Background: an optimization exercise with open tools, aiming at small area, a short achievable clock period and few clock cycles per item. Do not read the settings as production practice. The RTL was checked by simulation tests, not by an equivalence proof against the original design. Power and IR drop assume default switching activity.

==> design.v <==
module ibc_pkb_enc (
    input  wire       clk,
    input  wire       rst,         
    input  wire       in_valid,
    output wire       in_ready,
    input  wire [7:0] in_data,
    input  wire       in_last,
    output wire       out_valid,
    input  wire       out_ready,
    output wire [7:0] out_data,
    output wire       out_last
);
    reg       rdy;
    reg       iv;
    reg [7:0] id;
    reg       il;
    assign in_ready = rdy;
    always @(posedge clk) begin
        iv <= !rst && in_valid && rdy;
        id <= in_data;
        il <= in_last;
    end
    reg       pend;                
    reg       run;                 
    reg [7:0] pv;
    reg       lopen;               
    reg [7:0] cnt;                 
    reg       c82, c126;           
    reg       fl;                  
    reg        we;                 
    reg        push;               
    reg  [8:0] tok;                
    reg        n_pend, n_run, n_lopen, n_fl;
    reg  [7:0] n_pv, n_cnt;
    reg        n_c82, n_c126;
    wire eq = (id == pv);
    always @(*) begin
        we = 1'b0; push = 1'b0; tok = 9'd0;
        n_pend = pend; n_run = run; n_pv = pv; n_cnt = cnt; n_c82 = c82; n_c126 = c126;
        n_lopen = lopen; n_fl = 1'b0;
        if (fl) begin
            if (run) begin
                push = 1'b1; tok = {1'b1, cnt};
            end else if (pend) begin
                we = 1'b1; push = 1'b1;
                tok = {1'b1, lopen ? {1'b0, cnt[6:0]} + 8'd1 : 8'd0};
            end
            n_run = 1'b0; n_pend = 1'b0; n_lopen = 1'b0;
        end
        if (iv) begin
            n_fl = il;
            if (run && !fl) begin
                if (eq) begin
                    n_cnt = cnt - 8'd1;
                    n_c82 = (cnt == 8'h83); n_c126 = (cnt[6:0] == 7'd127);
                    if (c82) begin
                        push = 1'b1; tok = {il, 8'h81};
                        n_run = 1'b0;
                        n_fl = 1'b0;
                    end
                end else begin
                    push = 1'b1; tok = {1'b0, cnt};
                    n_run = 1'b0; n_pend = 1'b1; n_pv = id;
                end
            end else if (!pend || fl) begin
                n_pend = 1'b1; n_pv = id;
            end else if (eq) begin
                we = 1'b1;
                n_run = 1'b1; n_cnt = 8'hFF; n_c82 = 1'b0; n_c126 = 1'b0; n_pend = 1'b0;
                if (lopen) begin
                    push = 1'b1; tok = {2'b00, cnt[6:0]};
                    n_lopen = 1'b0;
                end
            end else begin
                we = 1'b1;
                n_pv = id;
                n_lopen = 1'b1;
                n_cnt = lopen ? {1'b0, cnt[6:0] + 7'd1} : 8'd0;
                n_c82 = 1'b0; n_c126 = lopen && cnt[6:0] == 7'd125;
                if (lopen && c126) begin
                    push = 1'b1; tok = {1'b0, 8'd127};
                    n_lopen = 1'b0;
                end
            end
        end
    end
    always @(posedge clk) begin
        if (rst) begin
            pend <= 1'b0; run <= 1'b0; lopen <= 1'b0; fl <= 1'b0;
        end else begin
            pend <= n_pend; run <= n_run; lopen <= n_lopen; fl <= n_fl;
        end
        pv <= n_pv; cnt <= n_cnt; c82 <= n_c82; c126 <= n_c126;
    end
    reg [7:0] mem [0:127];
    reg       wen;
    reg [7:0] wdat;
    reg [6:0] wp, rp;
    reg [7:0] fc;                  
    reg       room;                
    reg       rdq;
    function [6:0] nxt;
        input [6:0] x;
        nxt = {x[5:0], x[6] ^ x[5] ^ (x[5:0] == 6'd0)};
    endfunction
    wire rd;                       
    wire commit = wen && room;
    wire [7:0] fc_n = fc + {7'd0, commit} - {7'd0, rdq};
    always @(posedge clk) begin
        if (commit) mem[wp] <= wdat;
        if (we) wdat <= pv;
        if (rst) begin
            wen <= 1'b0; wp <= 7'd0; rp <= 7'd0; fc <= 8'd0; room <= 1'b1; rdq <= 1'b0;
        end else begin
            wen <= we || (wen && !commit);
            if (commit) wp <= nxt(wp);
            if (rd)     rp <= nxt(rp);
            rdq <= rd;
            fc <= fc_n;
            room <= !fc_n[7];
        end
    end
    reg [8:0] tq [0:7];
    reg [3:0] tw;
    reg [7:0] troh;                
    reg       trw;                 
    wire [3:0] tr = {trw, troh[4] | troh[5] | troh[6] | troh[7],
                          troh[2] | troh[3] | troh[6] | troh[7],
                          troh[1] | troh[3] | troh[5] | troh[7]};
    wire      pop;
    always @(posedge clk) begin
        if (push) tq[tw[2:0]] <= tok;
        if (rst) begin
            tw <= 4'd0; troh <= 8'd1; trw <= 1'b0;
        end else begin
            if (push) tw <= tw + 4'd1;
            if (pop) begin
                troh <= {troh[6:0], troh[7]};
                if (troh[7]) trw <= !trw;
            end
        end
    end
    wire [8:0] fbase = {1'b0, fc} + {8'd0, commit} + {8'd0, rdy};
    wire [1:0] flate = {1'b0, we || (wen && !commit)} + {1'b0, n_pend};
    wire       f_ok  = (flate == 2'd0) ? (fbase <= 9'd128) :
                       (flate == 2'd1) ? (fbase <= 9'd127) : (fbase <= 9'd126);
    wire [3:0] tbase = tw - tr;
    wire       t_ok  = push ? (tbase <= 4'd4) : (tbase <= 4'd5);
    always @(posedge clk) begin
        rdy <= f_ok && t_ok;
    end
    reg       ov, ol;
    reg [7:0] od;
    reg       dph;                 
    reg [6:0] ecnt;                
    reg       elast;
    assign out_valid = ov;
    assign out_data  = od;
    assign out_last  = ol;
    wire       adv  = !ov || out_ready;
    reg  [8:0] th;                 
    integer j;
    always @(*) begin
        th = 9'd0;
        for (j = 0; j < 8; j = j + 1)
            th = th | (tq[j] & {9{troh[j]}});
    end
    wire       tav  = (tw != tr);
    assign rd  = adv && dph;
    assign pop = adv && !dph && tav;
    reg        n_ov, n_ol;
    reg  [7:0] n_od;
    always @(*) begin
        if (dph) begin
            n_ov = 1'b1; n_od = mem[rp]; n_ol = elast && ecnt == 7'd0;
        end else begin
            n_ov = tav;  n_od = th[7:0]; n_ol = 1'b0;
        end
    end
    reg  [7:0] od_hn;
    reg        ol_hn;
    always @(posedge clk) begin
        if (rst)      ov <= 1'b0;
        else if (adv) ov <= n_ov;
        if (adv) begin
            od_hn <= ~n_od; ol_hn <= ~n_ol;
        end
        od <= adv ? n_od : ~od_hn;
        ol <= adv ? n_ol : ~ol_hn;
    end
    always @(posedge clk) begin
        if (rst) begin
            dph <= 1'b0;
        end else if (adv) begin
            if (dph) begin
                if (ecnt == 7'd0) dph <= 1'b0;
            end else if (tav) begin
                dph <= 1'b1;
            end
        end
        if (adv) begin
            if (dph) begin
                ecnt <= ecnt - 7'd1;
            end else begin
                ecnt <= th[7] ? 7'd0 : th[6:0];
                elast <= th[8];
            end
        end
    end
endmodule
==> run.sh <==
#!/bin/bash
# synth_recipe.tcl (not shown) runs the flow's synth.tcl, then flattens the netlist and writes it again
# the make line also repeats each setting of config.mk as NAME=value (left out here)
make -C /OpenROAD-flow-scripts/flow DESIGN_CONFIG=/design/flow/config.mk WORK_HOME=/design/flow/orfs CLKGATE_MAP_FILE= SYNTH_SCRIPT=/design/flow/synth_recipe.tcl finish
==> config.mk <==
export PLATFORM = sky130hd
export DESIGN_NAME = ibc_pkb_enc
export DESIGN_NICKNAME = ibc_pkb_enc
export VERILOG_FILES = /design/flow/design.v
export SDC_FILE = /design/flow/constraint.sdc
export NUM_CORES = 4
export LEC_CHECK = 0
export ABC_CLOCK_PERIOD_IN_PS = 3200
export CAP_MARGIN = 20
export CORE_MARGIN = 2
export CORE_UTILIZATION = 55
export CTS_CLUSTER_DIAMETER = 60
export CTS_CLUSTER_SIZE = 20
export PLACE_DENSITY = 0.7
export SETUP_SLACK_MARGIN = 5
export SLEW_MARGIN = 20
==> constraint.sdc <==
create_clock -name core_clock -period 10.0 [get_ports {clk}]
set_input_delay 2.0000 -clock core_clock [delete_from_list [all_inputs] [get_ports {clk}]]
set_output_delay 2.0000 -clock core_clock [all_outputs]
set_load 0.01 [all_outputs]
==> run summary <==
## flip-flops by register name (all words and copies together), names as in the netlist, 4 cells and up, named ones only
| name | flops |
|---|---|
| mem | 1024 |
| fc | 8 |
| pv | 8 |
| rp | 7 |
| ecnt | 7 |
| tq | 72 |
| wdat | 8 |
| id | 8 |
| tw | 4 |
| wp | 7 |
| troh | 8 |
| od | 8 |
| cnt | 8 |
| od_hn | 8 |
## layout make-up
class / instances / area [sq um] / area share
repair buffers: 59 / 539 / 0.0104
flip-flops and latches: 1210 / 35600 / 0.690
inverters: 33 / 124 / 0.00240
well taps: 1155 / 1450 / 0.0280
clock buffers: 102 / 2110 / 0.0409
multi-input cells: 1212 / 11500 / 0.223
clock inverters: 24 / 273 / 0.00528
## how the worst max path moves through the flow
stage / from / endpoint / cells after the start
2_1_floorplan: out_ready / ecnt[0] / 3
3_3_place_gp: out_ready / trw / 8
3_5_place_dp: out_ready / trw / 8
4_1_cts: flip-flop / od[4] / 8
5_1_grt: flip-flop / od[4] / 8
6_report: flip-flop / od[4] / 8
## synth_stat cells, types with 13 or more instances
cell,number,area [sq um]
nor2_1,191,717
o22ai_1,13,81.3
o221ai_1,14,123
a21oi_1,88,440
inv_1,32,120
nand4_1,18,113
buf_4,25,188
nand3_1,46,230
clkbuf_1,62,233
a22oi_1,73,548
nand2_1,114,428
buf_6,20,225
o21ai_0,42,210
mux2i_1,93,931
dfxtp_1,71,1420
ha_1,28,350
xnor2_1,26,228
buf_2,32,160
mux2_2,26,293
nor2b_1,19,119
edfxtp_1,1139,34200
mux4_2,213,4800
## cell families (layout without fill, tap and decap cells)
| group | after synthesis | after routing | synth area share |
|---|---|---|---|
| compound gates | 326 | 326 | 0.0462 |
| buf+inv | 184 | 218 | 0.0213 |
| fa+ha+maj | 31 | 31 | 0.00852 |
| xor+xnor | 37 | 37 | 0.00673 |
| simple gates | 473 | 473 | 0.0459 |
| flops | 1210 | 1210 | 0.740 |
| mux | 345 | 345 | 0.132 |
## layer usage
layer  routed length (um)  GRT usage  vias up
met1                44100      0.356    12900
met3                 9380     0.0411      144
li1                     -          -    10400
met4                 2830     0.0711        0
met2                53000      0.391     1198
met5                    0          0        -
## power groups by stage
stage	registers, mW	clock network (mW)	logic [mW]
CTS	5.69	3.28	0.942
finish	5.69	3.24	0.936
global placement	5.80	0	0.916
floorplan	5.75	0	0.740
detailed placement	5.80	0	0.937
global route	5.70	3.45	1.01
## stage by stage
step / power [mW] / cells / instance area, sq um / utilization
3_5_place_dp: 6.74 / 3667 / 49200 / 0.568
6_report: 9.86 / 3795 / 51700 / 0.596
3_3_place_gp: 6.72 / 3667 / 49200 / 0.568
2_1_floorplan: 6.49 / 2606 / 48200 / -
5_1_grt: 10.2 / 3795 / 51700 / 0.596
4_1_cts: 9.91 / 3793 / 51600 / 0.595
==> impl_metrics.ini <==
[power]
sw_frac_of_total = 0.231
vdd_drop_max_mv = 0.175
combPwrFrac = 0.095
net-switching-power_mw = 2.28
seqPwrFrac = 0.577
p_per_area_mw_per_mm2 = 191
cellLeakagePower_nw = 15.4
pwr-share-clk = 0.328
power.internal_mw = 7.58

[clock_tree]
ctsHoldBuffers = 0
cts_made_buffers = 77
cts_tree = done
cts_buffer_depth = 3
cts-htree-levels = 3
clockRootBuffer = clkbuf_16
clock_latency_ns = 0.65
clk_pin_slew_ns = 0.08
cts_resized = 0
cts_setup_buffers = 0
cts_sinks = 1210

[worst_setup_path]
regToRegSetupSlack_ns = 5.48
worstPathMaxFanout = 46
cp.required_ns = 10.50
worstSetupStartpointType = flip-flop
critPathSlowestCell = dfxtp_4
cp_common_cell = buf_4
crit_family = buffers and inverters
cpPeakStageDelay_ns = 0.89
end_kind = flip-flop
worstPathArrival_ns = 5.03
crit_chain = buf_4, buf_4, mux4_2, a22oi_1, nand3_1, a32oi_1, o22a_1, mux2i_1
r2r_end = od[4]
critical_path_class = reg -> reg
worstRegToRegCells = 8
path_buf_inv = 2

[sta]
fmax_ghz = 0.221
relSlewSlack = 0.311
finalCritPeriodShare = 0.452
fin_skew_ns = 0.0296
setup_viol = 0
finalHoldViolCount = 0
whs_ns = 0.431
rsz0062_at_grt = no
min_period_ns = 4.52
setup_tns_ns = 0
fin_ws_ns = 5.48
slew_viol_final = 0
worst_pin_slew_ns = 1.03

[layout]
syn_to_final_growth_pct = 7.28
mostFrequentLayoutCells = 1139 x edfxtp_1, 213 x mux4_2, 190 x nor2_1
num-fill-cells = 6241
antenna_cells = 0
finalNetCount = 2637
layout_commonest_cell = edfxtp_1
drive_gt1_frac = 0.160

[routing]
wirelength_um = 109000
vias_per_cell = 6.50
vias = 24700
drc = 0
firstDrtPassIters = 5
drt_iter0_drc = 2899
wire_per_inst_um = 28.8
detail-route-antenna-nets = 0

[grt]
grt_pass1_wl_um = 163000
antenna_found_initial = 0
grt_usage = 0.246
grt_max_degree = 121
grt_pass1_vias = 24400
gr-total-overflow = 0

[floorplanning]
pin_count = 24
fp.dieW_um = 300
fp.dieH_um = 300
die_area_sq_mm = 0.0900
start_util = 0.555
core_area_sq_mm = 0.0868
fp-row-count = 108

[worst_hold_path]
holdPathStages = 1
worstHoldPathType = reg -> reg
hold_start = od_hn[4]
hold_end = od[4]

[run_status]
outcome = no timing/DRC/antenna violations

[yosys]
syn_nets = 2650
yosysWarnings = 1
netlist_area_sq_mm = 0.0482
ys_async_sr_fraction = 0
avgSynthCellArea_sq_um = 18.5
synth_ff_type = edfxtp_1
synth_edf_count = 1139
synth-seq-cells = 1210
synthCells = 2606
yosys.cell_types.count = 90
synth-seq-area-share = 0.740

[placed_design]
io_buffers = 23
place_ws_ns = 5.32
dp_hpwl_um = 66300
gp_congestion = 0.879

[flow_run]
maxCapViolations = 0
Testbench counts, summed over its fixed seeds: cycles 192,886, bytes 189,906.

-- what the ideal ports hide --
Ports are ideal in the flow. The routed layout listed here was re-timed in OpenROAD.
Step 1 (the two cells are an assumption about what drives the block):
set clk [get_ports {clk}]
set_driving_cell -lib_cell sky130_fd_sc_hd__clkbuf_16 $clk
set_driving_cell -lib_cell sky130_fd_sc_hd__buf_2 [delete_from_list [all_inputs] $clk]
Step 2, shift: input delay + t, output delay - t, t = (earliest + latest rising clock arrival at the registers) / 2. This alone moves slack from input paths to output paths.
a / b / c = ideal / step 1 / step 2; a / b = the first two.
t, ns: 0.711
slack for setup (ns): 5.477 / 5.477 / 5.307
worst setup path after step 2: input to register
cell pins on the clock port's net: 1
After both steps setup and hold are still met in this run. The setup slack of this run moves by 0.000 ns with the drivers and by -0.170 ns with both steps.
